This is an optimization exercise on Yosys and OpenROAD, whose aim is small area, a short achievable clock period and few clock cycles, not a production implementation. Only the layout flow was run in this run; the RTL was not checked for function there. Power figures rest on the tool's default switching activity, not on a simulated workload.

--- design/flow/design.v ---
module somagic_video_core (
    input  wire        clk,
    input  wire        rst,           
    input  wire [11:0] cfg_bpl,       
    input  wire [9:0]  cfg_lpf,       
    input  wire        in_valid,
    input  wire [7:0]  in_data,
    output wire        in_ready,
    input  wire        ret_valid,
    input  wire [1:0]  ret_buf,
    output reg         wr_valid,
    output reg  [1:0]  wr_buf,
    output reg  [22:0] wr_off,
    output reg  [7:0]  wr_data,
    output reg         done_valid,
    output reg  [1:0]  done_buf,
    output reg  [31:0] done_seq,
    output reg  [22:0] done_bytes,
    output reg         done_err,
    output reg  [2:0]  done_reason
);
    localparam [1:0] S_HUNT = 2'd0, S_SYNC1 = 2'd1, S_SYNC2 = 2'd2, S_TRC = 2'd3;
    localparam [2:0] R_OK = 3'd0, R_OVERFLOW = 3'd4, R_SHORT = 3'd5;
    reg  [9:0]  blk_pos;       
    reg  [23:0] tag_sr;        
    reg         blk_video;     
    reg  [1:0]  pend_cnt;
    reg  [7:0]  pend0, pend1;
    assign in_ready = (pend_cnt == 2'd0);
    wire take      = in_valid && in_ready;
    wire is_hdr    = (blk_pos < 10'd4);
    wire tag_video = ({tag_sr, in_data} == 32'hAAAA0000);
    wire vsm_step  = take && !is_hdr && blk_video;
    reg  [1:0]  sync_state;
    reg  [1:0]  sync_next;
    reg         vsm_pix;        
    reg  [7:0]  vsm_pix_val;
    reg         vsm_trc;        
    reg  [1:0]  vsm_push;       
    reg  [7:0]  vsm_push0, vsm_push1;
    always @(*) begin
        sync_next   = sync_state;
        vsm_pix     = 1'b0;
        vsm_pix_val = in_data;
        vsm_trc     = 1'b0;
        vsm_push    = 2'd0;
        vsm_push0   = in_data;
        vsm_push1   = in_data;
        if (vsm_step) begin
            case (sync_state)
                S_HUNT: begin
                    if (in_data == 8'hFF) sync_next = S_SYNC1;
                    else vsm_pix = 1'b1;
                end
                S_SYNC1: begin
                    if (in_data == 8'h00) sync_next = S_SYNC2;
                    else begin
                        sync_next   = S_HUNT;
                        vsm_pix     = 1'b1;
                        vsm_pix_val = 8'hFF;
                        vsm_push    = 2'd1;
                        vsm_push0   = in_data;
                    end
                end
                S_SYNC2: begin
                    if (in_data == 8'h00) sync_next = S_TRC;
                    else begin
                        sync_next   = S_HUNT;
                        vsm_pix     = 1'b1;
                        vsm_pix_val = 8'hFF;
                        vsm_push    = 2'd2;
                        vsm_push0   = 8'h00;
                        vsm_push1   = in_data;
                    end
                end
                default: begin
                    sync_next = S_HUNT;
                    if (in_data != 8'h00) vsm_trc = 1'b1;
                end
            endcase
        end
    end
    wire       ev_pix     = (pend_cnt != 2'd0) ? 1'b1 : vsm_pix;
    wire [7:0] ev_pix_val = (pend_cnt != 2'd0) ? pend0 : vsm_pix_val;
    wire       ev_trc     = (pend_cnt == 2'd0) && vsm_trc;
    wire [7:0] ev_code    = in_data;
    reg         in_blank;
    reg         cur_valid;
    reg  [1:0]  cur_buf;
    reg         on_second;
    reg  [11:0] col;            
    reg  [9:0]  line;           
    reg  [10:0] alc;            
    reg  [22:0] bytes_written;
    reg  [31:0] seq;
    reg  [1:0]  avail_q [0:3];
    reg  [1:0]  av_rd, av_wr;
    reg  [2:0]  av_cnt;
    wire        av_empty = (av_cnt == 3'd0);
    wire [10:0] frame_line = {line, on_second};
    wire [23:0] pix_off    = frame_line * cfg_bpl + {12'd0, col};
    wire [23:0] cap        = {cfg_lpf, 1'b0} * cfg_bpl;
    wire        overflow   = (pix_off >= cap);
    wire pix_live = ev_pix && !in_blank && cur_valid;
    wire sav   = ev_trc && !ev_code[4];
    wire eav   = ev_trc &&  ev_code[4];
    wire sav_f = ev_code[6];
    wire sav_v = ev_code[5];
    wire short_field = sav && cur_valid && sav_f && !on_second && (alc < {1'b0, cfg_lpf});
    wire field_two   = sav && cur_valid && sav_f && !on_second && !(alc < {1'b0, cfg_lpf});
    wire frame_done  = sav && cur_valid && !sav_f && on_second;
    wire pix_ovf     = pix_live && overflow;
    wire pix_write   = pix_live && !overflow;
    wire finalize    = short_field || frame_done || pix_ovf;
    wire cur_after   = cur_valid && !finalize;
    wire acquire     = sav && !cur_after && !sav_f && !sav_v && !av_empty;
    wire ret_push    = ret_valid;
    always @(posedge clk) begin
        if (rst) begin
            blk_pos    <= 10'd0;
            tag_sr     <= 24'd0;
            blk_video  <= 1'b0;
            pend_cnt   <= 2'd0;
            pend0      <= 8'd0;
            pend1      <= 8'd0;
            sync_state <= S_HUNT;
            in_blank   <= 1'b1;
            cur_valid  <= 1'b0;
            cur_buf    <= 2'd0;
            on_second  <= 1'b0;
            col        <= 12'd0;
            line       <= 10'd0;
            alc        <= 11'd0;
            bytes_written <= 23'd0;
            seq        <= 32'd0;
            avail_q[0] <= 2'd0;
            avail_q[1] <= 2'd1;
            avail_q[2] <= 2'd2;
            avail_q[3] <= 2'd3;
            av_rd      <= 2'd0;
            av_wr      <= 2'd0;
            av_cnt     <= 3'd4;
            wr_valid   <= 1'b0;
            wr_buf     <= 2'd0;
            wr_off     <= 23'd0;
            wr_data    <= 8'd0;
            done_valid <= 1'b0;
            done_buf   <= 2'd0;
            done_seq   <= 32'd0;
            done_bytes <= 23'd0;
            done_err   <= 1'b0;
            done_reason <= R_OK;
        end else begin
            if (take) begin
                blk_pos <= blk_pos + 10'd1;
                if (is_hdr) begin
                    tag_sr <= {tag_sr[15:0], in_data};
                    if (blk_pos == 10'd3) blk_video <= tag_video;
                end
            end
            sync_state <= sync_next;
            if (pend_cnt != 2'd0) begin
                pend_cnt <= pend_cnt - 2'd1;
                pend0    <= pend1;
            end else if (vsm_push != 2'd0) begin
                pend_cnt <= vsm_push;
                pend0    <= vsm_push0;
                pend1    <= vsm_push1;
            end
            wr_valid   <= pix_write;
            done_valid <= finalize;
            if (pix_write) begin
                wr_buf  <= cur_buf;
                wr_off  <= pix_off[22:0];
                wr_data <= ev_pix_val;
                bytes_written <= bytes_written + 23'd1;
                if (col == cfg_bpl - 12'd1) begin
                    col  <= 12'd0;
                    line <= line + 10'd1;
                end else begin
                    col <= col + 12'd1;
                end
            end
            if (finalize) begin
                done_buf    <= cur_buf;
                done_seq    <= seq;
                done_bytes  <= bytes_written;
                done_err    <= !frame_done;
                done_reason <= frame_done ? R_OK : (pix_ovf ? R_OVERFLOW : R_SHORT);
                seq         <= seq + 32'd1;
                cur_valid   <= 1'b0;
            end
            if (eav) begin
                if (cur_valid && !in_blank && alc != 11'h7FF) alc <= alc + 11'd1;
                in_blank <= 1'b1;
            end
            if (sav) in_blank <= sav_v;
            if (field_two) begin
                on_second <= 1'b1;
                col       <= 12'd0;
                line      <= 10'd0;
                alc       <= 11'd0;
            end
            if (acquire) begin
                cur_valid     <= 1'b1;
                cur_buf       <= avail_q[av_rd];
                on_second     <= 1'b0;
                col           <= 12'd0;
                line          <= 10'd0;
                alc           <= 11'd0;
                bytes_written <= 23'd0;
            end
            if (ret_push) begin
                avail_q[av_wr] <= ret_buf;
                av_wr <= av_wr + 2'd1;
            end
            if (acquire) av_rd <= av_rd + 2'd1;
            av_cnt <= av_cnt + {2'd0, ret_push} - {2'd0, acquire};
        end
    end
endmodule
--- design/flow/run.sh ---
#!/bin/bash
# synth_recipe.tcl (not shown) runs the flow's synth.tcl, then flattens the netlist and writes it again
# the make line also repeats each setting of config.mk as NAME=value (left out here)
make -C /OpenROAD-flow-scripts/flow DESIGN_CONFIG=/design/flow/config.mk WORK_HOME=/design/flow/orfs CLKGATE_MAP_FILE= SYNTH_SCRIPT=/design/flow/synth_recipe.tcl finish
--- design/flow/config.mk ---
export PLATFORM = sky130hd
export DESIGN_NAME = somagic_video_core
export DESIGN_NICKNAME = somagic_video_core
export VERILOG_FILES = /design/flow/design.v
export SDC_FILE = /design/flow/constraint.sdc
export NUM_CORES = 4
export LEC_CHECK = 0
export CAP_MARGIN = 20
export CORE_MARGIN = 2
export CORE_UTILIZATION = 40
export SLEW_MARGIN = 20
--- design/flow/constraint.sdc ---
create_clock -name core_clock -period 10.5 [get_ports {clk}]
set_input_delay 2.1000 -clock core_clock [delete_from_list [all_inputs] [get_ports {clk}]]
set_output_delay 2.1000 -clock core_clock [all_outputs]
set_load 0.01 [all_outputs]
==> run summary <==
## final cells by class
type | count | area [µm²]
inverters | 265 | 995
clock inverters | 23 | 179
well taps | 680 | 851
repair buffers | 291 | 2620
multi-input cells | 1822 | 14300
fillers | 4921 | 26700
clock buffers | 31 | 743
flip-flops and latches | 257 | 5230
## critical path: cells and delay by family
family          cells  cell delay (ns)
fa+ha+maj          10             4.11
xor+xnor            2             0.33
buf+inv             6             0.94
simple gates       12             2.30
compound gates      4             0.81
## metal layers
layer | GRT usage (%) | up-vias
li1 | - | 8702
met1 | 28.7 | 8663
met2 | 35.8 | 431
met3 | 3.48 | 83
met4 | 5.89 | 0
met5 | 0 | -
## stage by stage
| step | cells | total power (µW) | utilization, % | hold WS [ns] | worst slack, ns |
|---|---|---|---|---|---|
| 2_1_floorplan | 2499 | 1890 | - | 0.431 | 0.0193 |
| 3_3_place_gp | 3315 | 2330 | 46.2 | 0.439 | -0.486 |
| 3_5_place_dp | 3315 | 2360 | 46.2 | 0.448 | -0.554 |
| 4_1_cts | 3369 | 3360 | 48.0 | 0.457 | 0.00247 |
| 5_1_grt | 3369 | 3620 | 48.3 | 0.477 | -0.0357 |
| 6_report | 3369 | 3370 | 48.3 | 0.454 | 0.357 |
## state kept, by name, summed over array words and instances, names as in the netlist, 10 cells and up
name,count
alc,11
tag_sr,24
bytes_written,23
done_bytes,23
blk_pos,10
done_seq,32
line,10
wr_off,23
seq,32
col,12
## power by group through the flow
stage | Combinational [µW] | Clock [µW] | Sequential, µW
after global routing | 1580 | 1050 | 994
after CTS | 1360 | 1010 | 993
final | 1390 | 987 | 994
after global placement | 1320 | 0 | 1010
after detailed placement | 1340 | 0 | 1020
after floorplan | 874 | 0 | 1010
## cell usage in the layout, fill, tap and decap left out, drive strengths merged, types with 15 or more instances in the layout
cell type,instances
nand2,292
inv,267
dfxtp,249
a21oi,212
fa,181
ha,165
buf,161
nor2,151
clkdlybuf4s50,120
and2,116
nand3,105
o21ai,104
xnor2,41
nand4,41
nor2b,39
or3,33
clkbuf,31
mux2,30
xor2,27
or4,27
nor3,25
o31ai,21
and3,20
a211oi,18
clkinv,16
a21o,15
mux2i,15
## synth_stat cells, types with 39 or more instances
cell type,n
ha_1,165
nor2b_1,39
fa_1,181
and2_1,114
inv_1,263
clkbuf_1,116
xnor2_1,41
dfxtp_1,249
nor2_1,151
o21ai_0,102
nand4_1,41
nand3_1,105
nand2_1,289
a21oi_1,212
## path summary, 6_finish.rpt
path	endpoint	slack (ns)	cells after the start
max reg2reg	av_cnt[2]$_SDFF_PP1_	1.67	36
min	wr_off[0]$_SDFFE_PP0P_	0.45	2
min reg2reg	wr_off[0]$_SDFFE_PP0P_	0.45	2
max	av_cnt[2]$_SDFF_PP1_	0.36	34
## cell families (layout without fill, tap and decap cells)
logic type / Yosys count / count (layout) / synth area share [%]
fa+ha+maj: 346 / 346 / 27.1
mux: 47 / 47 / 2.54
flops: 257 / 257 / 24.9
buf+inv: 420 / 610 / 7.78
xor+xnor: 68 / 68 / 2.83
other cells: 1 / 1 / 0.0178
compound gates: 454 / 454 / 13.2
simple gates: 906 / 906 / 21.7
## repair_timing
| action | in CTS | in global routing |
|---|---|---|
| resized for setup | 1 | 39 |
| hold endpoints to repair | 0 | 0 |
| pin swaps | 0 | 3 |
| setup endpoints to repair | 1 | 2 |
==> flow_summary_export.csv <==
group,metric,value,unit
status,status,"timing/DRC/antenna clean",
die,die_w,233,µm
clock_network,hold_buffers,0,
clock_network,cts_tree,"yes",
hold_path,min_from,"wr_off[0]$_SDFFE_PP0P_",
worst_setup_path,critPathRequiredTime,10.93,ns
synthesis,async_flop_share,0,%
power_and_ir_drop,pwr-share-comb,41.2,%
cells_and_area,drive_above_1_share,11.0,%
clock_network,htreeDepth,1,
worst_setup_path,cpPeakStageDelay,0.60,ns
routing,dr.pass1.iters,8,
timing,setup_viol,0,
power_and_ir_drop,p_switching,1190,µW
cells_and_area,antennaDiodeCount,0,
routing,vias,17900,
power_and_ir_drop,p_int,2180,µW
clock_network,clock_latency,0.59,ns
routing,post-route-drc-count,0,
synthesis,syn-cell-area,21000,µm²
synthesis,synth_edf_count,8,
routing,ant_nets,0,
worst_setup_path,crit_path_end_kind,"flop",
placement,port-buffer-count,131,
die,die_area,54400,µm²
synthesis,synth_area_leaders,"dfxtp_1 (24%), fa_1 (17%), ha_1 (9.8%)",
power_and_ir_drop,irDropWorstVdd,0.227,mV
routing,top_layer,"met4",
cells_and_area,nets,3048,
global_routing,grt-ovfl-total,0,
routing,drt-wirelength-per-cell,17.1,µm
timing,fin_crit,10.14,ns
power_and_ir_drop,pwr_density_cell,135,nW/µm²
clock_network,cts-root-buf,"clkbuf_16",
routing,dr_wl_met2,27.3,mm
global_routing,antenna_found_initial,0,
worst_setup_path,setup.worst_path.start,"cfg_lpf[6]",
power_and_ir_drop,leakagePower,0.0108,µW
routing,wirelength,57.4,mm
global_routing,grt_pass1_vias,18300,
worst_setup_path,r2r-start,"line[9]$_SDFFE_PP0P_",
timing,relSlewSlack,30.5,%
synthesis,synth_fp_nets,2881,
placement,place_area,23800,µm²
routing,via_per_inst,5.31,
global_routing,grt_max_degree,100,
worst_setup_path,worstPathArrival,10.57,ns
hold_path,hp-class,"reg -> reg",
worst_setup_path,slowest_stage,"fa_1",
global_routing,grt_pass1_wl,95.1,mm
global_routing,grt_usage,21.5,%
power_and_ir_drop,switching_share,35.3,%
synthesis,yosysUniqueCellTypes,85,
synthesis,yosysTopAreaCellShare,23.7,%
power_and_ir_drop,seqPwrFrac,29.5,%
clock_network,cts_buffer_depth,3,
clock_network,numCtsBuffers,29,
die,core,51600,µm²
timing,fin_crit_sh,96.6,%
routing,route.met3.wl,2.99,mm
synthesis,seq_area_frac_synth,24.9,%
flow_run,maxCapViolCount,0,
synthesis,ys.flop_type,"dfxtp_1",
timing,fin_setup_tns,0,ns
timing,maxSlewViolCount,0,
worst_setup_path,crit_fanout,9,
synthesis,ys.warnings.count,1,
clock_network,cts_setup_buffers,0,
clock_network,clock-sinks,257,
clock_network,clkTransAtPathRegs,0.06,ns
cells_and_area,finalInstanceArea,24900,µm²
die,die_h,233,µm
cells_and_area,area_delta_synth_final,18.6,%
synthesis,synth.avg_cell_area,8.41,µm²
synthesis,yosysTopAreaCell,"dfxtp_1",
placement,routabilityCongestion,0.872,
worst_setup_path,cpMostUsedCell,"fa_1",
worst_setup_path,critical_path_class,"in -> reg",
timing,worst_slew_pin_slew,1.03,ns
die,pin_count,133,
synthesis,netlist_instances,2499,
placement,dp_hpwl,43.7,mm
power_and_ir_drop,clkPwrFrac,29.3,%
timing,clock_skew,0.0385,ns
routing,drt_iter0_drc,1255,
synthesis,yosys_register_bits,257,
timing,final_hold_viol_count,0,
die,row_count,83,
routing,met1_length,25.6,mm
worst_setup_path,setup.worst_path.start_class,"input pin",
die,initial_core_util,40.7,%
timing,fmax,98.6,MHz

[what the ideal ports hide]
In the flow no input, the clock included, has a driving cell. The finished layout below was timed again as built, in two steps.
Step 1 (the two cells are an assumption about what drives the block):
set clk [get_ports {clk}]
set_driving_cell -lib_cell sky130_fd_sc_hd__clkbuf_16 $clk
set_driving_cell -lib_cell sky130_fd_sc_hd__buf_2 [delete_from_list [all_inputs] $clk]
Step 2 also shifts input and output timing later by t, the mid clock arrival at the registers, as if the neighbouring blocks saw the same clock.
Three values: ideal, step 1, step 2; two values: the first two.
t, ns: 0.625
setup WS [ns]: 0.357 / 0.388 / -0.236
clock arrival spread, ns: 0.039 / 0.039
pins driven straight from the clock port: 1
With both steps, setup timing fails in this run, where it was met with ideal ports. The setup slack of this run moves by +0.031 ns with the drivers and by -0.593 ns with both steps.
